Source: an optimization exercise on an open RTL-to-GDS flow (aim: small area, a short achievable clock period and few clock cycles). Production flows keep margins and buffers that such runs may drop. Where RTL was checked, it was by simulation tests only, not by an equivalence proof against the original. The RTL of runs 2 and 7 was laid out without a check of its function. The flow treats the clock pin as an ideal source, which a real chip does not have. No activity file was given, so power comes from the tool's default toggle rates.

$ cat flow/config.mk
export PLATFORM = sky130hd
export DESIGN_NAME = fpp
export DESIGN_NICKNAME = fpp
export VERILOG_FILES = /design/flow/design.v
export SDC_FILE = /design/flow/constraint.sdc
export NUM_CORES = 4
export LEC_CHECK = 0
export CAP_MARGIN = 20
export CORE_MARGIN = 2
export CORE_UTILIZATION = 55
export SETUP_SLACK_MARGIN = 3.6
export SLEW_MARGIN = 20
$ cat flow/constraint.sdc
create_clock -name core_clock -period 6.0 [get_ports {clk}]
set_input_delay 1.2000 -clock core_clock [delete_from_list [all_inputs] [get_ports {clk}]]
set_output_delay 1.2000 -clock core_clock [all_outputs]
set_load 0.01 [all_outputs]
$ cat flow/design.v
module fpp (
    input  wire         clk,
    input  wire         rst,           
    input  wire         in_valid,
    output wire         in_ready,
    input  wire [2:0]   in_kind,
    input  wire [7:0]   in_data,
    output wire [3:0]   status,
    output wire [6:0]   rxlen,
    output wire [191:0] sb             
);
    localparam STALL = 0;    
    localparam [2:0] K_START = 3'd0;
    localparam [2:0] K_BYTE  = 3'd1;
    localparam [2:0] K_END   = 3'd2;
    localparam [2:0] K_ERROR = 3'd3;
    localparam [2:0] K_PARSE = 3'd4;
    localparam [1:0] P_NF  = 2'd0;    
    localparam [1:0] P_INC = 2'd1;    
    localparam [1:0] P_CHK = 2'd2;    
    localparam [1:0] P_OK  = 2'd3;    
    reg [6:0]   rxlen_r;     
    reg [3:0]   status_r;
    reg [191:0] sb_r;
    reg [191:0] cand;        
    reg         clr;         
    reg         rdy;         
    reg         ldp;         
    reg         pbv;         
    reg [7:0]   pbd;         
    reg [1:0]   pst;
    reg         prev42;
    reg [4:0]   j;
    reg [12:0]  acc;         
    reg         hi_ok;
    assign in_ready = rdy & ~ldp;
    wire acc_ok = in_valid & rdy & ~ldp;
    wire a_start = acc_ok & (in_kind == K_START);
    wire a_byte  = acc_ok & (in_kind == K_BYTE);
    wire a_end   = acc_ok & (in_kind == K_END);
    wire a_error = acc_ok & (in_kind == K_ERROR);
    wire a_parse = acc_ok & (in_kind == K_PARSE);
    wire infr  = (pst == P_INC);
    wire shift = clr | (pbv & infr & (j >= 5'd4) & (j < 5'd28));
    wire [7:0] sbyte = clr ? 8'd0 : pbd;
    wire load  = (clr & (j == 5'd24)) | (STALL ? ldp : (a_parse & (pst == P_OK)));
    always @(posedge clk) begin
        if (shift)
            cand <= {cand[183:0], sbyte};
    end
    integer k;
    always @(posedge clk) begin
        if (load)
            for (k = 0; k < 12; k = k + 1)
                sb_r[16*k +: 16] <= cand[191 - 16*k -: 16];
    end
    always @(posedge clk) begin
        pbd <= in_data;
        if (rst) begin
            clr      <= 1'b1;
            rdy      <= 1'b0;
            ldp      <= 1'b0;
            j        <= 5'd0;
            rxlen_r  <= 7'd0;
            status_r <= 4'd0;
            pbv      <= 1'b0;
            pst      <= P_NF;
            prev42   <= 1'b0;
        end else if (clr) begin
            j <= j + 5'd1;
            if (j == 5'd24) begin
                clr <= 1'b0;
                rdy <= 1'b1;
            end
        end else begin
            ldp <= STALL && a_parse && (pst == P_OK);
            pbv <= a_byte & ~rxlen_r[6];
            if (pbv) begin
                prev42 <= (pbd == 8'h42);
                case (pst)
                    P_NF: if (prev42 && pbd == 8'h4D) begin
                        pst <= P_INC;
                        j   <= 5'd2;
                        acc <= 13'h008F;     
                    end
                    P_INC: begin
                        if (j < 5'd30)
                            acc <= acc + {5'd0, pbd};
                        if (j == 5'd30)
                            hi_ok <= ({3'd0, acc[12:8]} == pbd);
                        if (j == 5'd31)
                            pst <= (hi_ok && acc[7:0] == pbd) ? P_OK : P_CHK;
                        j <= j + 5'd1;
                    end
                    default: ;
                endcase
            end
            if (a_start) begin
                rxlen_r <= 7'd0;
                pst    <= P_NF;
                prev42 <= 1'b0;
            end
            if (a_byte && !rxlen_r[6])
                rxlen_r <= rxlen_r + 7'd1;
            if (a_end)
                status_r <= 4'd0;
            if (a_error) begin
                rxlen_r  <= 7'd0;
                status_r <= 4'd8;
                pst      <= P_NF;
            end
            if (a_parse)
                case (pst)
                    P_NF:    status_r <= 4'd4;
                    P_INC:   status_r <= 4'd5;
                    P_CHK:   status_r <= 4'd3;
                    default: status_r <= 4'd0;
                endcase
        end
    end
    assign status = status_r;
    assign rxlen  = rxlen_r;
    assign sb     = sb_r;
endmodule
$ cat flow/flow/run.sh
#!/bin/bash
# The standard layout (standard.sh) with two changes:
#  - the port buffers are buf_1 cells instead of the slow delay cells that
#    buffer_ports picks by default;
#  - the clock tree uses larger sink clusters of clkbuf_16 (fewer buffers).
set -euo pipefail
export BUFFER_PORTS_ARGS="-buffer_cell sky130_fd_sc_hd__buf_1"
export CTS_ARGS="-sink_clustering_enable -repair_clock_nets -buf_list sky130_fd_sc_hd__clkbuf_16 -sink_clustering_size 30 -sink_clustering_max_diameter 100 -sink_buffer_max_cap_derate 1.0"
bash standard.sh finish > flow_make.log 2>&1
$ cat flow/standard.sh
#!/bin/bash
# synth_recipe.tcl (not shown) runs the flow's synth.tcl, then flattens the netlist and writes it again
# the make line also repeats each setting of config.mk as NAME=value (left out here)
make -C /OpenROAD-flow-scripts/flow DESIGN_CONFIG=/design/flow/config.mk WORK_HOME=/design/flow/orfs CLKGATE_MAP_FILE= SYNTH_SCRIPT=/design/flow/synth_recipe.tcl "${@:-finish}"
==> results of run 1 <==
==> repair_timing <==
| action | in CTS | in global routing |
|---|---|---|
| gates resized for setup | 2 | 4 |
| pin swaps | 1 | 0 |
| setup buffers | 2 | 0 |
| endpoints found under the setup margin | 205 | 142 |
| cloned | 1 | 0 |
==> final timing paths <==
kind / start / end / slack [ns] / cells past startpoint
max reg2reg: pst[1] / cand[39] / 3.77 / 5
min reg2reg: cand[191] / sb_r[15] / 0.43 / 0
max: rxlen_r[0] / rxlen[0] / 3.68 / 1
min: cand[191] / sb_r[15] / 0.43 / 0
==> state kept, by name, summed over array words and instances, names as in the netlist <==
name	cells
clr	1
prev42	1
pbv	1
rxlen_r	7
sb_r	192
hi_ok	1
pbd	8
pst	2
rdy	1
cand	192
acc	13
status_r	4
j	5
==> stage by stage <==
step | instances | utilization (%) | instance area (µm²) | power [mW] | setup slack, ns
after CTS | 1219 | 63.38 | 15870 | 4.719 | 3.653
after floorplan | 641 | - | 14020 | 3.311 | 0.1417
after global routing | 1219 | 63.43 | 15880 | 4.830 | 3.606
after global placement | 1184 | 60.96 | 15260 | 3.322 | 3.053
after detailed placement | 1184 | 60.96 | 15260 | 3.324 | 2.935
final | 1219 | 63.43 | 15880 | 4.675 | 3.680
==> cells in the final DEF (no fill, tap or decap), drive strengths merged, types with 4 or more instances in the layout <==
| cell | synthesis | routed |
|---|---|---|
| a21o | 6 | 6 |
| a211oi | 6 | 6 |
| nand3 | 8 | 8 |
| inv | 9 | 21 |
| nor3 | 6 | 6 |
| o21ai | 8 | 8 |
| nor2 | 26 | 26 |
| a21oi | 19 | 19 |
| o31ai | 4 | 4 |
| and3 | 4 | 4 |
| nand2 | 16 | 16 |
| o211ai | 5 | 5 |
| dfxtp | 30 | 30 |
| clkbuf | 5 | 20 |
| nor2b | 12 | 12 |
| edfxtp | 398 | 398 |
| xor2 | 5 | 5 |
| xnor2 | 10 | 10 |
| buf | 1 | 221 |
| ha | 16 | 16 |
| nand2b | 5 | 5 |
| nand3b | 4 | 4 |
==> cells by family after synthesis <==
group,count (synthesis)
AOI/OAI and AO/OA,63
xor gates and xnor gates,15
adders and majority gates,17
buffers and inverters,16
DFF,428
muxes,2
and+or+nand+nor,100
==> synth_stat cells (all sizes together), types with 2 or more instances <==
| master | count |
|---|---|
| a21o | 6 |
| clkbuf | 5 |
| nor2b | 12 |
| xnor2 | 10 |
| a211oi | 6 |
| o31ai | 4 |
| inv | 9 |
| dfxtp | 30 |
| o211ai | 5 |
| edfxtp | 398 |
| and3 | 4 |
| nand2b | 5 |
| xor2 | 5 |
| mux2i | 2 |
| nand2 | 16 |
| a41oi | 3 |
| nor3b | 2 |
| ha | 16 |
| or2 | 3 |
| a32oi | 2 |
| nor2 | 26 |
| nand4b | 2 |
| nor4 | 3 |
| or4b | 2 |
| nand3b | 4 |
| o21a | 3 |
| a21oi | 19 |
| nand3 | 8 |
| o21ai | 8 |
| a22oi | 2 |
| or4 | 3 |
| nor3 | 6 |
==> worst register-to-register path: cells and delay by family, from the launching register on <==
| kind | cells | cell delay (ns) |
|---|---|---|
| simple gates | 1 | 0.09 |
| flops | 1 | 0.35 |
| fa+ha+maj | 1 | 0.26 |
| compound gates | 1 | 0.25 |
| buf+inv | 2 | 0.73 |
==> power breakdown <==
| group | total, mW | internal (mW) | switching, mW |
|---|---|---|---|
| clock network | 1.42 | 0.592 | 0.826 |
| registers | 3.22 | 3.21 | 0.00707 |
| logic | 0.0396 | 0.0174 | 0.0222 |
==> layer usage <==
layer,global-route usage [%],vias up
met3,2.336,23
li1,-,2969
met2,28.62,169
met1,22.88,3147
met5,0,-
met4,3.298,0
==> layout make-up <==
cell class,instances,area [µm²],share of cell area [%]
Tap cell,330,412.9,2.600
Timing Repair Buffer,222,913.4,5.752
Clock inverter,13,75.07,0.4727
Multi-Input combinational cell,197,1410,8.880
Sequential cell,428,12560,79.07
Clock buffer,19,475.5,2.994
Inverter,10,37.54,0.2364
==> results_dict.tcl, run 1 <==
set metrics [dict create \
    synth.yosys.seq_area_share_pct 90.00 \
    synth_area_um2 13950 \
    setup_violations 0 \
    cp_slowest_stage_delay_ns 0.42 \
    clk_pin_slew_ns 0.11 \
    yosys.area_share.simple_pct 3.884 \
    ys_seq_elements 428 \
    nets 908 \
    gp_congestion 0.8800 \
    tightest_slew_ns 0.9946 \
    path_buf_inv 1 \
    maxCapViolCount 0 \
    viasPerCell 5.175 \
    synth_top_family_by_area "simple AND/OR/NAND/NOR gates" \
    cp-start-kind "flop" \
    antenna_found_initial 0 \
    cts_max_level 1 \
    start_util_pct 55.71 \
    crit_chain "buf_1" \
    root_buffer "clkbuf_16" \
    synth.top_cell.area_share_pct 85.69 \
    ctsHoldBuffers 0 \
    powerDensity_nw_per_um2 294.4 \
    synth_xor_area_share_pct 0.9420 \
    initialDrtViolationCount 574 \
    clk-insertion-delay-late_ns 0.51 \
    status "no timing/DRC/antenna violations" \
    synth_top_area_cell "edfxtp_1" \
    synthMuxAreaShare_pct 0.1435 \
    synth_top_flop_cell "edfxtp_1" \
    crit_path_end_kind "output port" \
    wl_per_cell_um 18.48 \
    nFillCells 1833 \
    ys_types 49 \
    fmax_ghz 0.4311 \
    wl_met2_um 11720 \
    synthAdderAreaFrac_pct 1.579 \
    postSynthCellCount 641 \
    fin_skew_ns 0.02397 \
    rsz0062_at_grt "false" \
    ant_nets 0 \
    finalHoldViolCount 0 \
    async_reset_ff_share_pct 0 \
    coreArea_um2 25040 \
    hold_class "reg2reg" \
    final.period_utilization_pct 38.66 \
    wirelength_um 22530 \
    fin_hold_ws_ns 0.4310 \
    io_pins 218 \
    ys_warn_count 1 \
    synth-compound-area-share_pct 3.023 \
    wl_met1_um 9213 \
    worst-endpoint-arrival_ns 1.12 \
    cts_buffers 18 \
    peakVddDrop_v 0.0001927 \
    finalSetupTns_ns 0 \
    dp_hpwl_um 14240 \
    dr.pass1.iters 4 \
    cts_tree "yes" \
    critPathMaxFanout 4 \
    syn_nets 672 \
    min_period_ns 2.320 \
    vias 6308 \
    die-area_um2 26650 \
    drv_slew 0 \
    synth.area.top_cells "edfxtp_1 (86%), dfxtp_1 (4.3%), ha_1 (1.4%)" \
    grtUsageTotal_pct 16.54 \
    path_class "reg2out" \
    leakagePower_nw 5.629 \
    avgSynthCellArea_um2 21.76 \
    row_count 58 \
    synth_edf_count 398 \
    cts.path.max_buffers 3 \
    crit_family "flip-flops" \
    diodes 0 \
    port_buffers 217 \
    drive_above_1_share_pct 5.287 \
    die_y_um 163.2 \
    grt_pass1_vias 6199 \
    crit_required_ns 4.80 \
    grt-ovfl-total 0 \
    die_w_um 163.2 \
    routed.top_layer "met4" \
    grt_pass1_wl_um 34270 \
    drc_errors 0 \
    grt_max_degree 193 \
    cpMaxStageDelayCell "dfxtp_1" \
    clock_sinks 428 \
    syn_to_final_growth_pct 13.86 \
    dr_wl_met3_um 1330 \
    max_slew_margin_pct 33.70 \
]
Testbench counts, summed over its fixed seeds: cycles 15,751.
==> run 2: changes to the inputs <==
--- a/flow/design.v
+++ b/flow/design.v
@@ -11,3 +11,2 @@
 );
-    localparam STALL = 0;    
     localparam [2:0] K_START = 3'd0;
@@ -27,27 +26,23 @@
     reg         rdy;         
-    reg         ldp;         
-    reg         pbv;         
-    reg [7:0]   pbd;         
     reg [1:0]   pst;
-    reg         prev42;
-    reg [4:0]   j;
+    reg         prev42;      
+    reg [4:0]   j;           
     reg [12:0]  acc;         
-    reg         hi_ok;
-    assign in_ready = rdy & ~ldp;
-    wire acc_ok = in_valid & rdy & ~ldp;
-    wire a_start = acc_ok & (in_kind == K_START);
-    wire a_byte  = acc_ok & (in_kind == K_BYTE);
-    wire a_end   = acc_ok & (in_kind == K_END);
-    wire a_error = acc_ok & (in_kind == K_ERROR);
-    wire a_parse = acc_ok & (in_kind == K_PARSE);
+    reg         hi_ok;       
+    assign in_ready = rdy;
+    wire go      = in_valid & rdy;
+    wire a_start = go & (in_kind == K_START);
+    wire a_byte  = go & (in_kind == K_BYTE);
+    wire a_end   = go & (in_kind == K_END);
+    wire a_error = go & (in_kind == K_ERROR);
+    wire a_parse = go & (in_kind == K_PARSE);
+    wire keep  = a_byte & ~rxlen_r[6];
     wire infr  = (pst == P_INC);
-    wire shift = clr | (pbv & infr & (j >= 5'd4) & (j < 5'd28));
-    wire [7:0] sbyte = clr ? 8'd0 : pbd;
-    wire load  = (clr & (j == 5'd24)) | (STALL ? ldp : (a_parse & (pst == P_OK)));
-    always @(posedge clk) begin
+    wire shift = clr | (keep & infr & (j >= 5'd4) & (j < 5'd28));
+    always @(posedge clk)
         if (shift)
-            cand <= {cand[183:0], sbyte};
-    end
+            cand <= {cand[183:0], in_data & {8{~clr}}};
+    wire load = (clr & (j == 5'd24)) | (a_parse & (pst == P_OK));
     integer k;
-    always @(posedge clk) begin
+    always @(posedge clk)
         if (load)
@@ -55,5 +50,3 @@
                 sb_r[16*k +: 16] <= cand[191 - 16*k -: 16];
-    end
     always @(posedge clk) begin
-        pbd <= in_data;
         if (rst) begin
@@ -61,3 +54,2 @@
             rdy      <= 1'b0;
-            ldp      <= 1'b0;
             j        <= 5'd0;
@@ -65,3 +57,2 @@
             status_r <= 4'd0;
-            pbv      <= 1'b0;
             pst      <= P_NF;
@@ -75,8 +66,7 @@
         end else begin
-            ldp <= STALL && a_parse && (pst == P_OK);
-            pbv <= a_byte & ~rxlen_r[6];
-            if (pbv) begin
-                prev42 <= (pbd == 8'h42);
+            if (keep) begin
+                rxlen_r <= rxlen_r + 7'd1;
+                prev42  <= (in_data == 8'h42);
                 case (pst)
-                    P_NF: if (prev42 && pbd == 8'h4D) begin
+                    P_NF: if (prev42 && in_data == 8'h4D) begin
                         pst <= P_INC;
@@ -87,7 +77,7 @@
                         if (j < 5'd30)
-                            acc <= acc + {5'd0, pbd};
+                            acc <= acc + {5'd0, in_data};
                         if (j == 5'd30)
-                            hi_ok <= ({3'd0, acc[12:8]} == pbd);
+                            hi_ok <= ({3'd0, acc[12:8]} == in_data);
                         if (j == 5'd31)
-                            pst <= (hi_ok && acc[7:0] == pbd) ? P_OK : P_CHK;
+                            pst <= (hi_ok && acc[7:0] == in_data) ? P_OK : P_CHK;
                         j <= j + 5'd1;
@@ -99,7 +89,5 @@
                 rxlen_r <= 7'd0;
-                pst    <= P_NF;
-                prev42 <= 1'b0;
+                pst     <= P_NF;
+                prev42  <= 1'b0;
             end
-            if (a_byte && !rxlen_r[6])
-                rxlen_r <= rxlen_r + 7'd1;
             if (a_end)
--- a/flow/config.mk
+++ b/flow/config.mk
@@ -9,4 +9,4 @@
 export CORE_MARGIN = 2
-export CORE_UTILIZATION = 55
-export SETUP_SLACK_MARGIN = 3.6
+export CORE_UTILIZATION = 40
+export SETUP_SLACK_MARGIN = 3.5
 export SLEW_MARGIN = 20
==> run 2 against run 1 <==
First-iteration DRC count increased by 13%. Largest cell class unchanged. Die area increased by 37%. Setup slack got worse by 0.20 ns. Total power decreased by 0.93%. Wire length increased by 9.4%. Area after synthesis increased by 0.17%. Largest power group unchanged. Register-to-register slack got worse by 0.13 ns. Clock-buffer cell count unchanged. Worst hold slack got worse by 0.00061 ns. Sequential cell count decreased by 9. Sequential share of layout area decreased by 4.6 points. Global-route usage decreased by 3.7 points.
==> results_dict.tcl, run 2 <==
set metrics [dict create \
    viasPerCell 4.703 \
    diodes 0 \
    die_w_um 190.9 \
    place_inst 1313 \
    status "no timing/DRC/antenna violations" \
    ys_seq_elements 419 \
    start_util_pct 40.54 \
    synth_top_flop_cell "edfxtp_1" \
    final.period_utilization_pct 42.07 \
    drive_above_1_share_pct 10.20 \
    port_buffers 217 \
    io_pins 218 \
    crit_chain "buf_12 > nor4b_4 > nand3_4 > o41ai_4 > buf_6 > buf_6 > buf_12 > clkbuf_16" \
    synth_top_area_cell "edfxtp_1" \
    drc_errors 0 \
    cts_max_level 1 \
    peakVddDrop_v 0.0001717 \
    placed_area_um2 15540 \
    tightest_slew_ns 0.6304 \
    final_common_cell "edfxtp_1" \
    clock_sinks 419 \
    coreArea_um2 34460 \
    grt.met1_usage_pct 19.15 \
    busiest_layer "met2" \
    cp.depth 8 \
    antenna_found_initial 0 \
    clk-insertion-delay-late_ns 0.52 \
    synthTopCellsByCount "edfxtp_1 (398), nand2_1 (26), dfxtp_1 (21)" \
    postSynthCellCount 647 \
    nets 936 \
    synth.area.top_cells "edfxtp_1 (86%), dfxtp_1 (3.0%), ha_1 (1.4%)" \
    rsz0062_at_grt "true" \
    final_cells 1367 \
    critPathMaxFanout 6 \
    layout_common_cells "edfxtp_1 (398), buf_1 (212), nand2_1 (26), clkbuf_16 (23), dfxtp_1 (20)" \
    fin_hold_ws_ns 0.4304 \
    cts_tree "yes" \
    hold-path-cell-count 0 \
    crit_path_end_kind "flop" \
    gp_congestion 0.8513 \
    async_reset_ff_share_pct 0 \
    wl_per_cell_um 18.04 \
    yosysMostFrequentCell "edfxtp_1" \
    finalHoldViolCount 0 \
    dp_hpwl_um 14730 \
    vias 6429 \
    ys_types 59 \
    final_cell_area_um2 16620 \
    grt-ovfl-total 0 \
    synth_area_um2 13970 \
    cts_buffers 18 \
    cp_slowest_stage_delay_ns 0.37 \
    drv_slew 0 \
    path_buf_inv 5 \
    maxCapViolCount 0 \
    root_buffer "clkbuf_16" \
    clk_pin_slew_ns 0.10 \
    initialDrtViolationCount 649 \
    grt_pass1_vias 6094 \
    grt_use_met3_pct 2.478 \
    worst-endpoint-arrival_ns 2.77 \
    die-area_um2 36440 \
    cts.path.max_buffers 3 \
    hold_class "reg2reg" \
    syn_nets 678 \
    ctsHoldBuffers 0 \
    path_class "in2reg" \
    reg2reg_depth 8 \
    synth_edf_count 398 \
    crit_required_ns 6.24 \
    dr.pass1.iters 4 \
    powerDensity_nw_per_um2 278.7 \
    syn_to_final_growth_pct 18.96 \
    setup_violations 0 \
    grtUsageTotal_pct 12.80 \
    ant_nets 0 \
    ys_warn_count 1 \
    min_period_ns 2.524 \
    grt_pass1_wl_um 35720 \
    fin_skew_ns 0.02125 \
    synth.yosys.seq_area_share_pct 88.55 \
    synth.top_cell.area_share_pct 85.55 \
    wirelength_um 24660 \
    power_mw 4.631 \
    max_slew_margin_pct 57.97 \
    grtUsageMet2_pct 19.73 \
    grt_max_degree 102 \
    row_count 68 \
    cpMaxStageDelayCell "o41ai_4" \
    die_y_um 190.9 \
    avgSynthCellArea_um2 21.59 \
    leakagePower_nw 5.903 \
    cp-start-kind "input port" \
    crit_family "buffers and inverters" \
    fmax_ghz 0.3962 \
    largestRegisters "cand: 192 flops, sb_r: 192 flops, acc: 13 flops" \
]
[run 2: cell count changes after synthesis, sizes merged, moves of 4 or more]
cell | previous run | this run
buf | 1 | 5
a211oi | 6 | 1
dfxtp | 30 | 21
nand2 | 16 | 26
nor2 | 26 | 18
o211ai | 5 | 1
inv | 9 | 13
[run 2: kinds of logic (layout without fill, tap and decap cells)]
group           count (synthesis)  count (layout)  synth area share (%)
flops                         419             419                 88.55
simple gates                  109             109                 4.576
compound gates                 62              62                 3.466
buf+inv                        24             289                0.7702
fa+ha+maj                      17              17                 1.576
xor+xnor                       12              12                0.7523
mux                             4               4                0.3045
[run 2: what timing repair did]
item | 4_1_cts | 5_1_grt
pin swaps | 3 | 2
setup endpoints to repair | 400 | 183
setup buffers | 10 | 5
gates cloned | 8 | 4
gates resized for setup | 21 | 13
[run 2: worst paths after layout]
kind | from | to | slack (ns)
max reg2reg | pst[1] | cand[84] | 3.64
min | cand[189] | sb_r[13] | 0.43
min reg2reg | cand[189] | sb_r[13] | 0.43
max | in_kind[1] | cand[84] | 3.48
[run 2: layout make-up]
class / instances / area [µm²]
fillers: 2937 / 17840
repair buffers: 249 / 1429
well taps: 455 / 569.3
flip-flops and latches: 419 / 12370
clock buffers: 19 / 475.5
inverters: 13 / 48.80
clock inverters: 8 / 58.81
multi-input cells: 204 / 1665
[run 2: routing by layer]
metal | vias to the layer above | wire length, µm | part of all wire (%)
met3 | 20 | 1440 | 5.8
li1 | 3042 | - | -
met1 | 3203 | 11570 | 47
met4 | 0 | 264 | 1.1
met2 | 164 | 11380 | 46
met5 | - | 0 | 0
[run 2: where the power goes]
part           switching, mW  internal, mW
logic                 0.0294        0.0232
registers            0.00260          3.15
clock network          0.837         0.592
[run 2: metrics by stage]
stage / util (%) / setup slack, ns / setup TNS (ns)
after floorplan: - / -2.449 / -470.12
after global placement: 45.10 / 2.691 / 0
after detailed placement: 45.10 / 2.636 / 0
after CTS: 47.71 / 3.415 / 0
after global routing: 48.23 / 3.474 / 0
final: 48.23 / 3.476 / 0
==> run 3: changes to the inputs <==
--- a/flow/design.v
+++ b/flow/design.v
@@ -15,3 +15,2 @@
     localparam [2:0] K_ERROR = 3'd3;
-    localparam [2:0] K_PARSE = 3'd4;
     localparam [1:0] P_NF  = 2'd0;    
@@ -25,4 +24,8 @@
     reg         clr;         
+    reg         clr_ld;      
     reg         rdy;         
+    reg         pbv;         
+    reg [7:0]   pbd;         
     reg [1:0]   pst;
+    reg         pok;         
     reg         prev42;      
@@ -37,10 +40,9 @@
     wire a_error = go & (in_kind == K_ERROR);
-    wire a_parse = go & (in_kind == K_PARSE);
-    wire keep  = a_byte & ~rxlen_r[6];
+    wire a_parse = go & in_kind[2];
     wire infr  = (pst == P_INC);
-    wire shift = clr | (keep & infr & (j >= 5'd4) & (j < 5'd28));
+    wire shift = clr | (pbv & infr & (j >= 5'd4) & (j < 5'd28));
     always @(posedge clk)
         if (shift)
-            cand <= {cand[183:0], in_data & {8{~clr}}};
-    wire load = (clr & (j == 5'd24)) | (a_parse & (pst == P_OK));
+            cand <= {cand[183:0], pbd & {8{~clr}}};
+    wire load = clr_ld | (in_valid & in_kind[2] & pok);
     integer k;
@@ -50,5 +52,19 @@
                 sb_r[16*k +: 16] <= cand[191 - 16*k -: 16];
+    reg [1:0] pst_n;
+    always @* begin
+        pst_n = pst;
+        if (pbv) begin
+            if (pst == P_NF && prev42 && pbd == 8'h4D)
+                pst_n = P_INC;
+            if (pst == P_INC && j == 5'd31)
+                pst_n = (hi_ok && acc[7:0] == pbd) ? P_OK : P_CHK;
+        end
+        if (a_start || a_error)
+            pst_n = P_NF;
+    end
     always @(posedge clk) begin
+        pbd <= in_data;
         if (rst) begin
             clr      <= 1'b1;
+            clr_ld   <= 1'b0;
             rdy      <= 1'b0;
@@ -57,7 +73,10 @@
             status_r <= 4'd0;
+            pbv      <= 1'b0;
             pst      <= P_NF;
+            pok      <= 1'b0;
             prev42   <= 1'b0;
         end else if (clr) begin
-            j <= j + 5'd1;
-            if (j == 5'd24) begin
+            j      <= j + 5'd1;
+            clr_ld <= (j == 5'd23);
+            if (clr_ld) begin
                 clr <= 1'b0;
@@ -66,22 +85,17 @@
         end else begin
-            if (keep) begin
-                rxlen_r <= rxlen_r + 7'd1;
-                prev42  <= (in_data == 8'h42);
-                case (pst)
-                    P_NF: if (prev42 && in_data == 8'h4D) begin
-                        pst <= P_INC;
-                        j   <= 5'd2;
-                        acc <= 13'h008F;     
-                    end
-                    P_INC: begin
-                        if (j < 5'd30)
-                            acc <= acc + {5'd0, in_data};
-                        if (j == 5'd30)
-                            hi_ok <= ({3'd0, acc[12:8]} == in_data);
-                        if (j == 5'd31)
-                            pst <= (hi_ok && acc[7:0] == in_data) ? P_OK : P_CHK;
-                        j <= j + 5'd1;
-                    end
-                    default: ;
-                endcase
+            pbv <= a_byte & ~rxlen_r[6];
+            pst <= pst_n;
+            pok <= (pst_n == P_OK);
+            if (pbv) begin
+                prev42 <= (pbd == 8'h42);
+                if (pst == P_NF) begin
+                    j   <= 5'd2;
+                    acc <= 13'h008F;     
+                end else begin
+                    j <= j + 5'd1;
+                    if (j < 5'd30)
+                        acc <= acc + {5'd0, pbd};
+                    if (j == 5'd30)
+                        hi_ok <= ({3'd0, acc[12:8]} == pbd);
+                end
             end
@@ -89,5 +103,6 @@
                 rxlen_r <= 7'd0;
-                pst     <= P_NF;
                 prev42  <= 1'b0;
             end
+            if (a_byte && !rxlen_r[6])
+                rxlen_r <= rxlen_r + 7'd1;
             if (a_end)
@@ -97,3 +112,2 @@
                 status_r <= 4'd8;
-                pst      <= P_NF;
             end
--- a/flow/config.mk
+++ b/flow/config.mk
@@ -9,4 +9,4 @@
 export CORE_MARGIN = 2
-export CORE_UTILIZATION = 40
-export SETUP_SLACK_MARGIN = 3.5
+export CORE_UTILIZATION = 55
+export SETUP_SLACK_MARGIN = 3.6
 export SLEW_MARGIN = 20
==> run 3 against run 2 <==
Critical path type is now reg2out. Total power increased by 1.3%. Wire length down 5.5%. Sequential cell count rose by 11. Via count rose by 1.2%. First-iteration DRC count is 0.46% lower. Area after synthesis rose by 0.71%. Cell count is 10% lower. Clock skew is 0.0031 ns higher. Fmax increased by 8.2%. Design area decreased by 3.9%. Synthesized cell count rose by 0.77%.
==> results_dict.tcl, run 3 <==
set metrics [dict create \
    grt_max_degree 154 \
    diodes 0 \
    die_w_um 163.9 \
    synth.yosys.seq_area_share_pct 89.50 \
    postSynthCellCount 652 \
    largestRegisters "cand: 192 flops, sb_r: 192 flops, acc: 13 flops" \
    grt_pass1_wl_um 34670 \
    fin_hold_ws_ns 0.4273 \
    rsz0062_at_grt "false" \
    fin_skew_ns 0.02432 \
    yosysMostFrequentCell "edfxtp_1" \
    synth_area_um2 14070 \
    synth.area.top_cells "edfxtp_1 (85%), dfxtp_1 (4.6%), ha_1 (1.3%)" \
    path_class "reg2out" \
    fmax_ghz 0.4289 \
    die-area_um2 26880 \
    viasPerCell 5.301 \
    final_cell_area_um2 15980 \
    synth.top_cell.area_share_pct 84.94 \
    synthTopCellsByCount "edfxtp_1 (398), dfxtp_1 (32), nor2_1 (30)" \
    critPathMaxFanout 5 \
    crit_chain "buf_1" \
    timing.rr.start "pbd[2]" \
    crit_family "flip-flops" \
    clk-insertion-delay-late_ns 0.52 \
    cpMaxStageDelayCell "dfxtp_1" \
    row_count 58 \
    utilization_pct 63.45 \
    ant_nets 0 \
    syn_nets 682 \
    nFillCells 1802 \
    dr.pass1.iters 5 \
    layout_common_cells "edfxtp_1 (398), buf_1 (217), dfxtp_1 (31), nor2_1 (28), inv_1 (23)" \
    dp_slack_ns 2.611 \
    multi_input_area_um2 1484 \
    status "no timing/DRC/antenna violations" \
    crit_path_end_kind "output port" \
    cp-start-kind "flop" \
    maxCapViolCount 0 \
    worst-endpoint-arrival_ns 1.13 \
    ys_types 53 \
    finalWorstSetupSlack_ns 3.668 \
    ctsHoldBuffers 0 \
    root_buffer "clkbuf_16" \
    start_util_pct 55.87 \
    drc_errors 0 \
    nets 915 \
    port_buffers 217 \
    die_y_um 163.9 \
    grt_pass1_vias 6306 \
    hold_class "reg2reg" \
    cts.path.max_buffers 3 \
    gp_congestion 0.8321 \
    dp_hpwl_um 14620 \
    place_inst 1192 \
    cts_max_level 1 \
    final_cells 1227 \
    wirelength_um 23310 \
    ys_warn_count 1 \
    cts_buffers 18 \
    ys_seq_elements 430 \
    grt-ovfl-total 0 \
    drive_above_1_share_pct 5.351 \
    final-seq-area_um2 12590 \
    drv_slew 0 \
    placed_area_um2 15350 \
    synth_top_area_cell "edfxtp_1" \
    coreArea_um2 25180 \
    synth_top_flop_cell "edfxtp_1" \
    power_mw 4.689 \
    path_buf_inv 1 \
    final.period_utilization_pct 38.86 \
    hold_start "cand[191]" \
    finalHoldViolCount 0 \
    vias 6504 \
    cp_slowest_stage_delay_ns 0.43 \
    grtUsageTotal_pct 16.71 \
    finalSetupTns_ns 0 \
    io_pins 218 \
    initialDrtViolationCount 646 \
    peakVddDrop_v 0.0002233 \
    clk_pin_slew_ns 0.10 \
    setup_violations 0 \
    leakagePower_nw 5.659 \
    final_common_cell "edfxtp_1" \
    antenna_found_initial 0 \
    avgSynthCellArea_um2 21.58 \
    wl_per_cell_um 18.99 \
    crit_required_ns 4.80 \
    cts_tree "yes" \
    min_period_ns 2.332 \
    async_reset_ff_share_pct 0 \
    synth_edf_count 398 \
    syn_to_final_growth_pct 13.55 \
    max_slew_margin_pct 40.19 \
    tightest_slew_ns 0.8972 \
    powerDensity_nw_per_um2 293.5 \
    clock_sinks 430 \
    worstSetupStartpoint "rxlen_r[2]" \
]
==> run 3: changes by cell type after synthesis, moves of 4 or more <==
cell      previous run  this run
nand4_1              3         7
nor2_1              17        30
dfxtp_1             21        32
a21o_1               8         3
xnor2_1              7        12
and3_1               6         2
nand3_1              9         5
nand2_1             26        19
a211oi_1             1         8
==> run 3: final cells by class <==
class / count / area share (%)
Clock buffer: 19 / 2.976
Multi-Input combinational cell: 200 / 9.288
Clock inverter: 13 / 0.4307
Timing Repair Buffer: 222 / 5.592
Sequential cell: 430 / 78.82
Inverter: 13 / 0.3054
Tap cell: 330 / 2.584
==> run 3: power breakdown <==
part / switching (mW) / internal, mW
Sequential: 0.00814 / 3.22
Combinational: 0.0213 / 0.0158
Clock: 0.830 / 0.591
Total: 0.859 / 3.83
==> run 3: logic make-up (layout without fill, tap and decap cells) <==
family / Yosys count / in the layout / share of synthesized area (%)
XOR/XNOR: 19 / 19 / 1.183
buffers and inverters: 24 / 267 / 0.7026
AO/OA/AOI/OAI: 57 / 57 / 3.041
adder cells (fa/ha/maj): 16 / 16 / 1.476
flip-flops: 430 / 430 / 89.50
multiplexers: 1 / 1 / 0.07115
AND/OR/NAND/NOR: 105 / 107 / 4.029
==> run 3: timing repair <==
action | 4_1_cts | 5_1_grt
pin swaps | 1 | 0
gates cloned | 2 | 1
endpoints found under the setup margin | 62 | 222
setup buffers | 0 | 0
gates resized for setup | 1 | 6
==> run 3: routing by layer <==
| metal | global-route usage (%) | share of wire, % |
|---|---|---|
| met1 | 22.74 | 42 |
| met2 | 29.41 | 52 |
| met3 | 2.121 | 5.0 |
| met4 | 3.429 | 1.4 |
| met5 | 0 | 0 |
==> run 3: path summary, 6_finish.rpt <==
kind	endpoint	slack (ns)	cells after the start
max reg2reg	acc[8]	3.73	6
min	sb_r[15]	0.43	0
max	rxlen[2]	3.67	1
min reg2reg	sb_r[15]	0.43	0
==> run 3: worst reg2reg max path, cell delays in order, from the launching register on <==
cell     delay (ns)
dfxtp_1        0.49
ha_1           0.34
nor2b_1        0.18
o31ai_1        0.56
a21oi_1        0.20
xnor2_1        0.20
nor2_1         0.05
Testbench counts of run 3, summed over its fixed seeds: cycles 15,751.
==> run 4: changes to the inputs <==
--- a/flow/config.mk
+++ b/flow/config.mk
@@ -10,3 +10,3 @@
 export CORE_UTILIZATION = 55
-export SETUP_SLACK_MARGIN = 3.6
+export SETUP_SLACK_MARGIN = 3.75
 export SLEW_MARGIN = 20
==> run 4 against run 3 <==
Register-to-register slack better by 0.05 ns. Clock skew is 0.0060 ns higher. Die area is the same. Utilization is 1.8 points higher. Worst hold slack worse by 0.0020 ns. Wire length increased by 2.0%. Design area is 2.9% higher. Critical path depth did not move. Sequential cell count unchanged. Global-route usage up 0.56 points. Clock power barely moved.
==> results_dict.tcl, run 4 <==
set metrics [dict create \
    avgSynthCellArea_um2 21.58 \
    powerDensity_nw_per_um2 285.6 \
    crit_required_ns 4.80 \
    cts_tree "yes" \
    critPathMaxFanout 1 \
    swShare_pct 18.40 \
    port_buffers 217 \
    cp.depth 1 \
    drive_above_1_share_pct 29.44 \
    finalSetupTns_ns 0 \
    largestRegisters "cand: 192 flops, sb_r: 192 flops, acc: 13 flops" \
    nets 925 \
    clk-insertion-delay-late_ns 0.52 \
    max_slew_margin_pct 38.00 \
    io_pins 218 \
    layout_common_cells "edfxtp_1 (398), clkbuf_2 (128), buf_2 (59), nor2_1 (28)" \
    gp_congestion 0.7935 \
    p_int_mw 3.830 \
    ys_warn_count 1 \
    hold_class "reg2reg" \
    cpMaxStageDelayCell "edfxtp_1" \
    clock_sinks 430 \
    finalWorstSetupSlack_ns 3.678 \
    grtUsageTotal_pct 17.27 \
    place_inst 1191 \
    row_count 58 \
    dr.pass1.iters 6 \
    pwr-share-comb_pct 0.8 \
    hold-path-cell-count 0 \
    wl_per_cell_um 19.22 \
    final_common_cell "edfxtp_1" \
    syn_nets 682 \
    crit_chain "clkbuf_2" \
    yosysMostFrequentCell "edfxtp_1" \
    synth.yosys.seq_area_share_pct 89.50 \
    grt_pass1_wl_um 35490 \
    utilization_pct 65.26 \
    fin_hold_ws_ns 0.4253 \
    die_y_um 163.9 \
    final_cells 1237 \
    synth_top_flop_cell "edfxtp_1" \
    dp_slack_ns 2.885 \
    die-area_um2 26880 \
    synthTopCellsByCount "edfxtp_1 (398), dfxtp_1 (32), nor2_1 (30)" \
    pwr-share-seq_pct 68.8 \
    synth_area_um2 14070 \
    clkPwrFrac_pct 30.3 \
    ys_types 53 \
    cp_slowest_stage_delay_ns 0.45 \
    p_sw_uw 863.9 \
    tightest_slew_ns 0.9300 \
    maxCapViolCount 0 \
    grt_pass1_vias 6301 \
    cp-start-kind "flop" \
    diodes 0 \
    dp_hpwl_um 14530 \
    cts_buffers 18 \
    ys_seq_elements 430 \
    die_w_um 163.9 \
    setup_violations 0 \
    crit_path_end_kind "output port" \
    synth.top_cell.area_share_pct 84.94 \
    finalHoldViolCount 0 \
    fmax_ghz 0.4306 \
    drv_slew 0 \
    final_cell_area_um2 16430 \
    synth_top_area_cell "edfxtp_1" \
    root_buffer "clkbuf_16" \
    peakVddDrop_v 0.0002147 \
    grt-ovfl-total 0 \
    cts.path.max_buffers 3 \
    min_period_ns 2.322 \
    start_util_pct 55.87 \
    syn_to_final_growth_pct 16.81 \
    rsz0062_at_grt "true" \
    drc_errors 0 \
    leakagePower_nw 6.307 \
    grt_max_degree 73 \
    postSynthCellCount 652 \
    async_reset_ff_share_pct 0 \
    fin_skew_ns 0.03029 \
    synth.area.top_cells "edfxtp_1 (85%), dfxtp_1 (4.6%), ha_1 (1.3%)" \
    crit_family "flip-flops" \
    reg2reg_depth 6 \
    viasPerCell 5.212 \
    final.period_utilization_pct 38.70 \
    status "no timing/DRC/antenna violations" \
    cts_max_level 1 \
    placed_area_um2 15370 \
    clk_pin_slew_ns 0.11 \
    antenna_found_initial 0 \
    ant_nets 0 \
    power_mw 4.694 \
    wirelength_um 23780 \
    initialDrtViolationCount 621 \
    path_class "reg2out" \
    synth_edf_count 398 \
    worst-endpoint-arrival_ns 1.12 \
    path_buf_inv 1 \
    coreArea_um2 25180 \
    vias 6447 \
]
[run 4: cell counts after synthesis]
Identical to the previous run, type by type.
[run 4: power by group through the flow]
| stage | logic (mW) | clock network [mW] | registers, mW |
|---|---|---|---|
| after floorplan | 0.0278 | 0 | 3.30 |
| after global placement | 0.0348 | 0 | 3.30 |
| after detailed placement | 0.0363 | 0 | 3.30 |
| after CTS | 0.0373 | 1.47 | 3.23 |
| after global routing | 0.0439 | 1.56 | 3.23 |
| final | 0.0390 | 1.42 | 3.23 |
[run 4: path summary, 6_finish.rpt]
path	to	startpoint	slack, ns
setup / recovery	sb[181]	sb_r[181]	3.68
hold / removal	cand[25]	cand[17]	0.43
setup reg to reg	acc[7]	acc[1]	3.78
hold reg to reg	cand[25]	cand[17]	0.43
[run 4: layer usage]
| layer | track usage, % | routed length [µm] | vias up |
|---|---|---|---|
| met5 | 0 | 0 | - |
| met4 | 4.864 | 473 | 0 |
| met3 | 2.727 | 1328 | 31 |
| met2 | 29.85 | 12070 | 179 |
| met1 | 23.05 | 9902 | 3207 |
| li1 | - | - | 3030 |
[run 4: repair_timing]
item	CTS	global route
hold buffers	0	0
gates resized for setup	79	147
pin swaps	1	2
buffers inserted	6	3
setup endpoints to repair	450	326
cloned	4	1
[run 4: layout make-up]
| class | instances | area (µm²) |
|---|---|---|
| Multi-Input combinational cell | 201 | 1525 |
| Clock buffer | 19 | 475.5 |
| Timing Repair Buffer | 231 | 1296 |
| Tap cell | 330 | 412.9 |
| Fill cell | 1767 | 8747 |
| Inverter | 13 | 48.80 |
| Clock inverter | 13 | 65.06 |
| Sequential cell | 430 | 12610 |
[run 4: cells by family (layout without fill, tap and decap cells)]
family                   count (synthesis)  after routing  synth area share (%)
AO/OA/AOI/OAI                           57             59                 3.041
XOR/XNOR                                19             19                 1.183
adder cells (fa/ha/maj)                 16             16                 1.476
buffers and inverters                   24            276                0.7026
flip-flops                             430            430                 89.50
multiplexers                             1              1               0.07115
AND/OR/NAND/NOR                        105            106                 4.029
==> run 5: changes to the inputs <==
--- a/flow/config.mk
+++ b/flow/config.mk
@@ -9,4 +9,5 @@
 export CORE_MARGIN = 2
-export CORE_UTILIZATION = 55
-export SETUP_SLACK_MARGIN = 3.75
+export CORE_UTILIZATION = 70
+export PLACE_DENSITY = 0.75
+export SETUP_SLACK_MARGIN = 3.6
 export SLEW_MARGIN = 20
==> run 5 against run 4 <==
Cell count is 6.1% lower. Fmax is 0.72% lower. Largest power group unchanged. Global-route usage is 5.8 points higher. Design area is 3.4% lower. First-iteration DRC count is 20% lower. Sequential cell count stayed put. Non-clock buffer count is 10 lower. Largest cell class unchanged.
==> results_dict.tcl, run 5 <==
set metrics [dict create \
    nets 915 \
    async_reset_ff_share_pct 0 \
    die-area_um2 21250 \
    initialDrtViolationCount 494 \
    finalSetupTns_ns 0 \
    synth_top_flop_cell "edfxtp_1" \
    clk_pin_slew_ns 0.11 \
    cts.path.max_buffers 3 \
    setup_violations 0 \
    ys_warn_count 1 \
    cts_buffers 18 \
    diodes 0 \
    synth_edf_count 398 \
    post_cts_buffers 0 \
    synth_area_um2 14070 \
    crit_family "flip-flops" \
    finalHoldViolCount 0 \
    drv_slew 0 \
    cts_max_level 1 \
    critPathMaxFanout 1 \
    die_w_um 145.8 \
    final_cell_area_um2 15880 \
    syn_nets 682 \
    endpoint "sb[132]" \
    clock_sinks 430 \
    status "no timing/DRC/antenna violations" \
    root_buffer "clkbuf_16" \
    ctsHoldBuffers 0 \
    drc_errors 0 \
    hold_class "reg2reg" \
    viasPerCell 5.617 \
    ys_types 53 \
    wirelength_um 24360 \
    ys_seq_elements 430 \
    grt-ovfl-total 0 \
    cp-start-kind "flop" \
    layout_common_cells "edfxtp_1 (398), buf_1 (217), dfxtp_1 (31), nor2_1 (28), inv_1 (24)" \
    syn_to_final_growth_pct 12.84 \
    synth.area.top_cells "edfxtp_1 (85%), dfxtp_1 (4.6%), ha_1 (1.3%)" \
    rsz0062_at_grt "true" \
    tightest_slew_ns 0.8797 \
    crit_required_ns 4.80 \
    final.period_utilization_pct 38.99 \
    synth.yosys.seq_area_share_pct 89.50 \
    power_mw 4.677 \
    fmax_ghz 0.4275 \
    dp_hpwl_um 15220 \
    dr.pass1.iters 5 \
    coreArea_um2 19590 \
    yosysMostFrequentCell "edfxtp_1" \
    avgSynthCellArea_um2 21.58 \
    start_util_pct 71.82 \
    synth_top_area_cell "edfxtp_1" \
    powerDensity_nw_per_um2 294.6 \
    antenna_found_initial 0 \
    drive_above_1_share_pct 5.240 \
    reg2reg_to "acc[7]" \
    min_period_ns 2.339 \
    placed_area_um2 15270 \
    timing.rr.start "pbd[1]" \
    path_class "reg2out" \
    grtUsageTotal_pct 23.04 \
    peakVddDrop_v 0.0002342 \
    row_count 51 \
    synthTopCellsByCount "edfxtp_1 (398), dfxtp_1 (32), nor2_1 (30)" \
    leakagePower_nw 5.642 \
    cp.depth 1 \
    largestRegisters "cand: 192 flops, sb_r: 192 flops, acc: 13 flops" \
    io_pins 218 \
    grt_pass1_wl_um 37340 \
    maxCapViolCount 0 \
    postSynthCellCount 652 \
    crit_chain "buf_1" \
    gp_congestion 0.8522 \
    path_buf_inv 1 \
    die_y_um 145.8 \
    fin_skew_ns 0.02051 \
    synth.top_cell.area_share_pct 84.94 \
    worstSetupStartpoint "sb_r[132]" \
    grt_max_degree 114 \
    wl_per_cell_um 20.96 \
    clk-insertion-delay-late_ns 0.52 \
    grt_pass1_vias 6420 \
    worst-endpoint-arrival_ns 1.14 \
    cp_slowest_stage_delay_ns 0.36 \
    cts_tree "yes" \
    vias 6527 \
    ant_nets 0 \
    port_buffers 217 \
    reg2reg_slack_ns 3.78 \
    reg2reg_depth 6 \
    final_common_cell "edfxtp_1" \
    max_slew_margin_pct 41.36 \
    cpMaxStageDelayCell "edfxtp_1" \
    crit_path_end_kind "output port" \
]
-- run 5: cell families after synthesis --
group / Yosys count / share of synthesized area, %
AO/OA/AOI/OAI: 57 / 3.041
buffers and inverters: 24 / 0.7026
flip-flops: 430 / 89.50
multiplexers: 1 / 0.07115
XOR/XNOR: 19 / 1.183
adder cells (fa/ha/maj): 16 / 1.476
AND/OR/NAND/NOR: 105 / 4.029
-- run 5: layout make-up --
cell class / instances / area [µm²]
well taps: 265 / 331.6
multi-input cells: 201 / 1486
clock buffers: 19 / 475.5
repair buffers: 221 / 875.8
flip-flops and latches: 430 / 12590
clock inverters: 13 / 65.06
inverters: 13 / 48.80
fillers: 945 / 3714
-- run 5: what timing repair did --
item,CTS,global route
cloned,2,1
pin swaps,1,1
endpoints found under the setup margin,196,160
gates resized for setup,2,7
-- run 5: worst min path at each step --
stage / cells past startpoint / start / slack [ns] / endpoint
finish: 0 / cand[187] / 0.43 / sb_r[11]
global route: 0 / cand[188] / 0.43 / sb_r[12]
CTS: 0 / cand[187] / 0.43 / sb_r[11]
detailed placement: 0 / cand[189] / 0.41 / sb_r[13]
global placement: 0 / cand[187] / 0.40 / sb_r[11]
floorplan: 0 / cand[186] / 0.40 / sb_r[10]
-- run 5: metrics by stage --
stage	setup slack, ns	utilization (%)	instances	hold WS [ns]
6_report	3.661	81.04	1162	0.4310
5_1_grt	3.599	81.04	1162	0.4338
4_1_cts	3.645	80.86	1161	0.4318
3_5_place_dp	2.725	77.95	1127	0.4051
3_3_place_gp	2.776	77.95	1127	0.4023
2_1_floorplan	3.543	-	652	0.4003
-- run 5: power breakdown --
group          internal (mW)  switching, mW  total [mW]
combinational         0.0156         0.0221      0.0378
clock                  0.591          0.817        1.41
sequential              3.22        0.00766        3.23
-- run 5: routing by layer --
| metal | share of wire (%) | GRT usage [%] | vias to the layer above | wire length [µm] |
|---|---|---|---|---|
| met4 | 2.6 | 7.598 | 0 | 640 |
| met3 | 6.6 | 5.110 | 40 | 1604 |
| met2 | 52 | 39.79 | 235 | 12770 |
| met5 | 0 | 0 | - | 0 |
| li1 | - | - | 3002 | - |
| met1 | 38 | 29.60 | 3250 | 9345 |
==> run 6: changes to the inputs <==
==> flow/flow/run.sh (replaced) <==
#!/bin/bash
# The standard layout (standard.sh) with three changes:
#  - the port buffers are buf_1 cells instead of the slow delay cells that
#    buffer_ports picks by default;
#  - the clock tree uses larger sink clusters of clkbuf_16 (fewer buffers);
#  - after CTS, the clock port drives the tree's second level directly and
#    the root buffer is removed (clk_root.tcl), one buffer fewer on every
#    register's clock path.
# Each step writes its full output to a log file of its own here.
set -euo pipefail
export BUFFER_PORTS_ARGS="-buffer_cell sky130_fd_sc_hd__buf_1"
export CTS_ARGS="-sink_clustering_enable -repair_clock_nets -buf_list sky130_fd_sc_hd__clkbuf_16 -sink_clustering_size 30 -sink_clustering_max_diameter 100 -sink_buffer_max_cap_derate 1.0"
bash standard.sh cts > make_to_cts.log 2>&1
R=orfs/results/${FLOW_PLATFORM}/fpp/base
ODB_IN=$R/4_1_cts.odb ODB_OUT=$R/4_1_cts.odb openroad -no_init -exit flow/clk_root.tcl > clk_root.log 2>&1
cp $R/4_1_cts.odb $R/4_cts.odb
bash standard.sh finish > make_finish.log 2>&1
==> flow/flow/clk_root.tcl (new file) <==
read_db $::env(ODB_IN)
set block [ord::get_db_block]
set clknet [[$block findBTerm clk] getNet]
set roots {}
foreach it [$clknet getITerms] { lappend roots $it }
if {[llength $roots] != 1} { puts "clock port drives [llength $roots] pins; nothing done"; write_db $::env(ODB_OUT); exit }
set root [[lindex $roots 0] getInst]
set rootnet ""
foreach it [$root getITerms] { if {[$it isOutputSignal]} { set rootnet [$it getNet] } }
set loads {}
set ok 1
foreach it [$rootnet getITerms] {
  if {![$it isInputSignal]} continue
  lappend loads $it
  if {![string match "sky130_fd_sc_hd__clkbuf*" [[[$it getInst] getMaster] getName]]} { set ok 0 }
}
if {!$ok || [llength $loads] > 4 || [llength $loads] == 0} { puts "root drives [llength $loads] pins (all buffers: $ok); nothing done"; write_db $::env(ODB_OUT); exit }
foreach it $loads { $it disconnect; $it connect $clknet }
puts "removed root [$root getName]: [llength $loads] buffers now driven by the clock port"
odb::dbInst_destroy $root
odb::dbNet_destroy $rootnet
write_db $::env(ODB_OUT)
--- a/flow/config.mk
+++ b/flow/config.mk
@@ -9,5 +9,4 @@
 export CORE_MARGIN = 2
-export CORE_UTILIZATION = 70
-export PLACE_DENSITY = 0.75
-export SETUP_SLACK_MARGIN = 3.6
+export CORE_UTILIZATION = 55
+export SETUP_SLACK_MARGIN = 3.75
 export SLEW_MARGIN = 20
==> run 6 against run 5 <==
Worst hold slack worse by 0.0042 ns. Clock power is essentially flat. Total power decreased by 0.43%. Wire length shrank 2.3%.
==> results_dict.tcl, run 6 <==
set metrics [dict create \
    status "no timing/DRC/antenna violations" \
    reg2reg_to "cand[131]" \
    synth_top_flop_cell "edfxtp_1" \
    ys_types 53 \
    cp-start-kind "input port" \
    clock_sinks 430 \
    place_inst 1191 \
    cts.path.max_buffers 3 \
    viasPerCell 5.220 \
    final.period_utilization_pct 37.25 \
    ys_warn_count 1 \
    rsz0062_at_grt "true" \
    tightest_slew_ns 0.5870 \
    cts_max_level 1 \
    synthTopCellsByCount "edfxtp_1 (398), dfxtp_1 (32), nor2_1 (30)" \
    synth.top_cell.area_share_pct 84.94 \
    coreArea_um2 25180 \
    worst-endpoint-arrival_ns 2.52 \
    clk_pin_slew_ns 0.11 \
    drc_errors 0 \
    maxCapViolCount 0 \
    layout_common_cells "edfxtp_1 (398), buf_1 (147), buf_2 (65), nor2_1 (28), inv_1 (24)" \
    initialDrtViolationCount 644 \
    grt_pass1_vias 6279 \
    dr.pass1.iters 6 \
    vias 6452 \
    cpMaxStageDelayCell "or3_4" \
    finalSetupTns_ns 0 \
    timing.rr.start "j[2]" \
    die_w_um 163.9 \
    crit_path_end_kind "flop" \
    root_buffer "clkbuf_16" \
    start_util_pct 55.87 \
    fin_hold_ws_ns 0.4268 \
    row_count 58 \
    die_y_um 163.9 \
    synth_top_area_cell "edfxtp_1" \
    syn_nets 682 \
    leakagePower_nw 5.935 \
    drive_above_1_share_pct 15.67 \
    reg2reg_depth 3 \
    hold_start "cand[17]" \
    antenna_found_initial 0 \
    finalWorstSetupSlack_ns 3.765 \
    dp_slack_ns 2.885 \
    path_class "in2reg" \
    power_mw 4.656 \
    setup_violations 0 \
    hold-path-cell-count 0 \
    crit_required_ns 6.29 \
    fin_skew_ns 0.03469 \
    drv_slew 0 \
    gp_congestion 0.7935 \
    synth_area_um2 14070 \
    port_buffers 217 \
    peakVddDrop_v 0.0002151 \
    path_buf_inv 2 \
    final_cells 1236 \
    reg2reg_slack_ns 3.88 \
    min_period_ns 2.235 \
    yosysMostFrequentCell "edfxtp_1" \
    grt-ovfl-total 0 \
    synth.yosys.seq_area_share_pct 89.50 \
    wl_per_cell_um 19.25 \
    critPathMaxFanout 4 \
    largestRegisters "cand: 192 flops, sb_r: 192 flops, acc: 13 flops" \
    postSynthCellCount 652 \
    hold_path_end "cand[25]" \
    grtUsageTotal_pct 17.22 \
    hold_class "reg2reg" \
    avgSynthCellArea_um2 21.58 \
    powerDensity_nw_per_um2 286.7 \
    cts_buffers 18 \
    finalHoldViolCount 0 \
    die-area_um2 26880 \
    dp_hpwl_um 14530 \
    max_slew_margin_pct 60.87 \
    synth.area.top_cells "edfxtp_1 (85%), dfxtp_1 (4.6%), ha_1 (1.3%)" \
    async_reset_ff_share_pct 0 \
    nets 924 \
    grt_pass1_wl_um 35460 \
    fmax_ghz 0.4475 \
    ys_seq_elements 430 \
    crit_chain "buf_8 > xor2_1 > or3_4 > buf_12 > a2111oi_4 > xnor2_1 > nor2_1" \
    diodes 0 \
    final_common_cell "edfxtp_1" \
    ant_nets 0 \
    crit_family "simple AND/OR/NAND/NOR gates" \
    grt_max_degree 73 \
    clk-insertion-delay-late_ns 0.40 \
    cp_slowest_stage_delay_ns 0.37 \
    syn_to_final_growth_pct 15.43 \
    synth_edf_count 398 \
    io_pins 218 \
    wirelength_um 23790 \
    ctsHoldBuffers 0 \
    cts_tree "yes" \
]
==> run 6: worst max-delay path by stage <==
stage | from | to | slack (ns) | cells past startpoint
finish | in_kind[0] | rxlen_r[5] | 3.77 | 7
global route | in_kind[0] | rxlen_r[5] | 3.74 | 7
CTS | sb_r[183] | sb[183] | 3.66 | 1
detailed placement | in_kind[2] | sb_r[19] | 2.88 | 4
global placement | in_kind[2] | sb_r[11] | 2.97 | 4
floorplan | in_kind[0] | rxlen_r[4] | 3.55 | 6
==> run 6: cell type report <==
| cell class | instances | area [µm²] |
|---|---|---|
| clock buffers | 18 | 450.4 |
| well taps | 330 | 412.9 |
| inverters | 13 | 48.80 |
| fillers | 1808 | 8941 |
| clock inverters | 13 | 65.06 |
| flip-flops and latches | 430 | 12610 |
| multi-input cells | 201 | 1528 |
| repair buffers | 231 | 1130 |
==> run 6: worst reg2reg max path, cell delays in order, from the launching register on <==
cell and delay (ns):
dfxtp_1 0.49, or3_1 0.30, a41o_4 0.44, bufbuf_16 0.54
==> run 6: cell families (layout without fill, tap and decap cells) <==
kind of cell | count (synthesis) | after routing | synth area share (%)
muxes | 1 | 1 | 0.07115
xor gates and xnor gates | 19 | 19 | 1.183
adders and majority gates | 16 | 16 | 1.476
buffers and inverters | 24 | 275 | 0.7026
and+or+nand+nor | 105 | 106 | 4.029
DFF | 430 | 430 | 89.50
AOI/OAI and AO/OA | 57 | 59 | 3.041
==> run 6: repair_timing <==
action	4_1_cts	5_1_grt
pin swaps	1	5
gates cloned	4	1
setup endpoints to repair	450	236
buffers inserted	6	3
gates resized for setup	79	28
hold endpoints to repair	0	0
==> run 6: report_power, final <==
group | internal [mW] | leakage, nW | switching, mW | total [mW]
clock network | 0.563 | 0.296 | 0.821 | 1.38
logic | 0.0186 | 1.10 | 0.0235 | 0.0421
registers | 3.22 | 4.54 | 0.00788 | 3.23
==> run 6: through the flow <==
step,instance area [µm²],utilization (%)
4_1_cts,16160,64.16
5_1_grt,16240,64.49
6_report,16240,64.49
2_1_floorplan,14160,-
3_5_place_dp,15370,61.04
3_3_place_gp,15370,61.04
==> run 6: per-layer routing <==
metal	vias up	global-route usage, %	wire length, µm
li1	3028	-	-
met1	3219	23.07	9788
met2	171	29.97	12060
met3	34	2.626	1398
met4	0	4.386	537
met5	-	0	0
==> run 7: changes to the inputs <==
--- a/flow/design.v
+++ b/flow/design.v
@@ -24,3 +24,3 @@
     reg         clr;         
-    reg         clr_ld;      
+    reg         ldp;         
     reg         rdy;         
@@ -46,3 +46,3 @@
             cand <= {cand[183:0], pbd & {8{~clr}}};
-    wire load = clr_ld | (in_valid & in_kind[2] & pok);
+    wire load = ldp;
     integer k;
@@ -68,3 +68,3 @@
             clr      <= 1'b1;
-            clr_ld   <= 1'b0;
+            ldp      <= 1'b0;
             rdy      <= 1'b0;
@@ -78,5 +78,5 @@
         end else if (clr) begin
-            j      <= j + 5'd1;
-            clr_ld <= (j == 5'd23);
-            if (clr_ld) begin
+            j   <= j + 5'd1;
+            ldp <= (j == 5'd23);
+            if (ldp) begin
                 clr <= 1'b0;
@@ -85,2 +85,4 @@
         end else begin
+            ldp <= a_parse & pok;
+            rdy <= ~(a_parse & pok);
             pbv <= a_byte & ~rxlen_r[6];
==> run 7 against run 6 <==
Cell count decreased by 0.49%. Clock power about the same. Clock-buffer cell count unchanged. Synthesized cell count rose by 0.46%. Sequential cell count stayed put. Worst hold slack better by 0.0045 ns. Sequential share of layout area is 1.4 points higher. Critical path type is now reg2reg. Sequential power is essentially flat. Register-to-register slack worse by 0.11 ns. Total power decreased by 0.53%.
==> results_dict.tcl, run 7 <==
set metrics [dict create \
    status "no timing/DRC/antenna violations" \
    synth_top_family_by_area "simple AND/OR/NAND/NOR gates" \
    coreArea_um2 25040 \
    synth.area.top_cells "edfxtp_1 (85%), dfxtp_1 (4.6%), ha_1 (1.3%)" \
    dr.pass1.iters 5 \
    synth.top_cell.area_share_pct 85.48 \
    yosysMostFrequentCell "edfxtp_1" \
    worstSetupStartpoint "pbd[0]" \
    final_common_cell "edfxtp_1" \
    cp.depth 8 \
    cp_slowest_stage_delay_ns 0.39 \
    cp-start-kind "flop" \
    final.period_utilization_pct 37.21 \
    critPathMaxFanout 5 \
    avgSynthCellArea_um2 21.34 \
    synthMuxAreaShare_pct 0.3669 \
    ctsHoldBuffers 0 \
    diodes 0 \
    ant_nets 0 \
    final_cells 1230 \
    hold_class "reg2reg" \
    die-area_um2 26710 \
    syn_nets 685 \
    fmax_ghz 0.4479 \
    hold_start "cand[189]" \
    worst-endpoint-arrival_ns 2.38 \
    synth_edf_count 398 \
    antenna_found_initial 0 \
    cts.path.max_buffers 3 \
    rsz0062_at_grt "true" \
    place_inst 1197 \
    ys_seq_elements 430 \
    ys_warn_count 1 \
    clk_pin_slew_ns 0.12 \
    layout_common_cells "edfxtp_1 (398), buf_1 (151), buf_2 (66), nor2_1 (39), dfxtp_1 (22)" \
    row_count 58 \
    crit_family "adder cells" \
    wl_per_cell_um 18.42 \
    leakagePower_nw 5.850 \
    viasPerCell 5.208 \
    placed_area_um2 15260 \
    synth_xor_area_share_pct 0.7517 \
    drc_errors 0 \
    finalHoldViolCount 0 \
    endpoint "acc[10]" \
    grt_pass1_vias 6202 \
    start_util_pct 55.84 \
    max_slew_margin_pct 30.14 \
    async_reset_ff_share_pct 0 \
    min_period_ns 2.232 \
    crit_path_end_kind "flop" \
    synth-compound-area-share_pct 2.586 \
    synth_area_um2 13980 \
    cts_tree "yes" \
    dp_slack_ns 3.100 \
    wirelength_um 22660 \
    cpMaxStageDelayCell "dfxtp_4" \
    finalWorstSetupSlack_ns 3.768 \
    clk-insertion-delay-late_ns 0.40 \
    synth_top_flop_cell "edfxtp_1" \
    powerDensity_nw_per_um2 289.9 \
    postSynthCellCount 655 \
    io_pins 218 \
    maxCapViolCount 0 \
    cts_buffers 18 \
    grtUsageTotal_pct 16.66 \
    die_w_um 163.4 \
    dp_hpwl_um 14440 \
    grt_max_degree 193 \
    synthTopCellsByCount "edfxtp_1 (398), nor2_1 (40), dfxtp_1 (32)" \
    largestRegisters "cand: 192 flops, sb_r: 192 flops, acc: 13 flops" \
    path_class "reg2reg" \
    finalSetupTns_ns 0 \
    utilization_pct 63.81 \
    reg2reg_depth 8 \
    die_y_um 163.4 \
    crit_chain "ha_2 > inv_1 > fa_2 > nand2b_1 > a21o_1 > a21oi_4 > nand3_1 > mux2_1" \
    initialDrtViolationCount 640 \
    cts_max_level 1 \
    clock_sinks 430 \
    crit_required_ns 6.15 \
    grt-ovfl-total 0 \
    fin_skew_ns 0.03592 \
    synth.yosys.seq_area_share_pct 90.07 \
    reg2reg_slack_ns 3.77 \
    root_buffer "clkbuf_16" \
    port_buffers 217 \
    synth_top_area_cell "edfxtp_1" \
    reg2reg_to "acc[10]" \
    peakVddDrop_v 0.0002324 \
    drv_slew 0 \
    synthAdderAreaFrac_pct 1.486 \
    timing.rr.start "pbd[0]" \
    ys_types 48 \
    yosys.area_share.simple_pct 4.170 \
    drive_above_1_share_pct 13.44 \
    tightest_slew_ns 1.048 \
    grt_pass1_wl_um 34440 \
    setup_violations 0 \
    path_buf_inv 1 \
    gp_congestion 0.8166 \
    final_cell_area_um2 15980 \
    vias 6406 \
    syn_to_final_growth_pct 14.27 \
    nets 925 \
]
run 7: kinds of logic (layout without fill, tap and decap cells):
group           Yosys count  after routing
buf+inv                  21            266
compound gates           57             57
fa+ha+maj                16             16
xor+xnor                 12             12
flops                   430            430
mux                       5              5
simple gates            114            114
run 7: layer usage:
layer  vias up  part of all wire, %  GRT usage, %
li1       3013                    -             -
met5         -                    0             0
met1      3194                   42         23.37
met4         0                  2.1         3.982
met3        28                  5.8         2.489
met2       171                   50         28.02
run 7: through the flow:
step | power (mW) | hold slack, ns
finish | 4.632 | 0.4313
global route | 4.780 | 0.4274
global placement | 3.333 | 0.4099
detailed placement | 3.333 | 0.4055
floorplan | 3.322 | 0.4003
CTS | 4.722 | 0.4295
run 7: repair_timing:
action	4_1_cts	5_1_grt
gates resized for setup	81	9
buffers inserted	8	1
pin swaps	1	1
setup endpoints to repair	179	26
run 7: cell type report:
| type | count | area, µm² |
|---|---|---|
| Tap cell | 330 | 412.9 |
| Clock buffer | 18 | 450.4 |
| Clock inverter | 6 | 38.79 |
| Inverter | 13 | 48.80 |
| Timing Repair Buffer | 229 | 1045 |
| Multi-Input combinational cell | 204 | 1364 |
| Sequential cell | 430 | 12620 |
| Fill cell | 1824 | 9060 |
run 7: worst min path at each step:
stage / endpoint / slack (ns) / cells past startpoint
after floorplan: sb_r[10] / 0.40 / 0
after global placement: sb_r[12] / 0.41 / 0
after CTS: sb_r[179] / 0.43 / 0
after detailed placement: sb_r[15] / 0.41 / 0
after global routing: cand[11] / 0.43 / 0
final: sb_r[13] / 0.43 / 0
run 7: report_power, final:
part | total, mW | internal [mW] | leakage, nW | switching [mW]
combinational | 0.0368 | 0.0165 | 1.02 | 0.0202
clock | 1.37 | 0.557 | 0.258 | 0.810
sequential | 3.23 | 3.22 | 4.58 | 0.00750
run 7: worst register-to-register path: stages (launching register included):
cell	delay (ns)
dfxtp_4	0.39
ha_2	0.19
inv_1	0.05
fa_2	0.34
nand2b_1	0.18
a21o_1	0.21
a21oi_4	0.19
nand3_1	0.10
mux2_1	0.32

[port drivers added, routing unchanged]
Ports are ideal in the flow. The routed layouts listed here were re-timed in OpenROAD. Step 1, drivers: a clkbuf_16 drives clk and a buf_2 each remaining input, both assumed. Step 2 adds t to the input delays and takes it off the output delays; t is the mean of the earliest and latest rising clock arrival at the registers after step 1. Input paths then give back, and output paths get back, about the clock's delay inside the block. Three values: no drivers, after step 1, after step 2; two values: the first two.
run	t (ns)	setup WS [ns]	worst setup path at the end	worst data-port slew with drivers (ns)	pins driven straight from the clock port
run 1	0.550	3.680 / 3.633 / 3.164	input to register	0.03	1
run 2	0.556	3.476 / 3.465 / 2.908	input to register	0.07	1
run 3	0.557	3.668 / 3.621 / 3.186	input to register	0.03	1
run 4	0.557	3.678 / 3.630 / 3.261	input to register	0.03	1
run 5	0.553	3.661 / 3.616 / 3.147	input to register	0.04	1
run 6	0.445	3.765 / 3.741 / 3.341	input to register	0.05	2
run 7	0.444	3.768 / 3.759 / 3.489	input to register	0.03	2
After both steps every run listed still meets setup and hold. For run 2, which loses most, drivers alone change the setup slack by -0.011 ns; drivers and shift together by -0.568 ns.
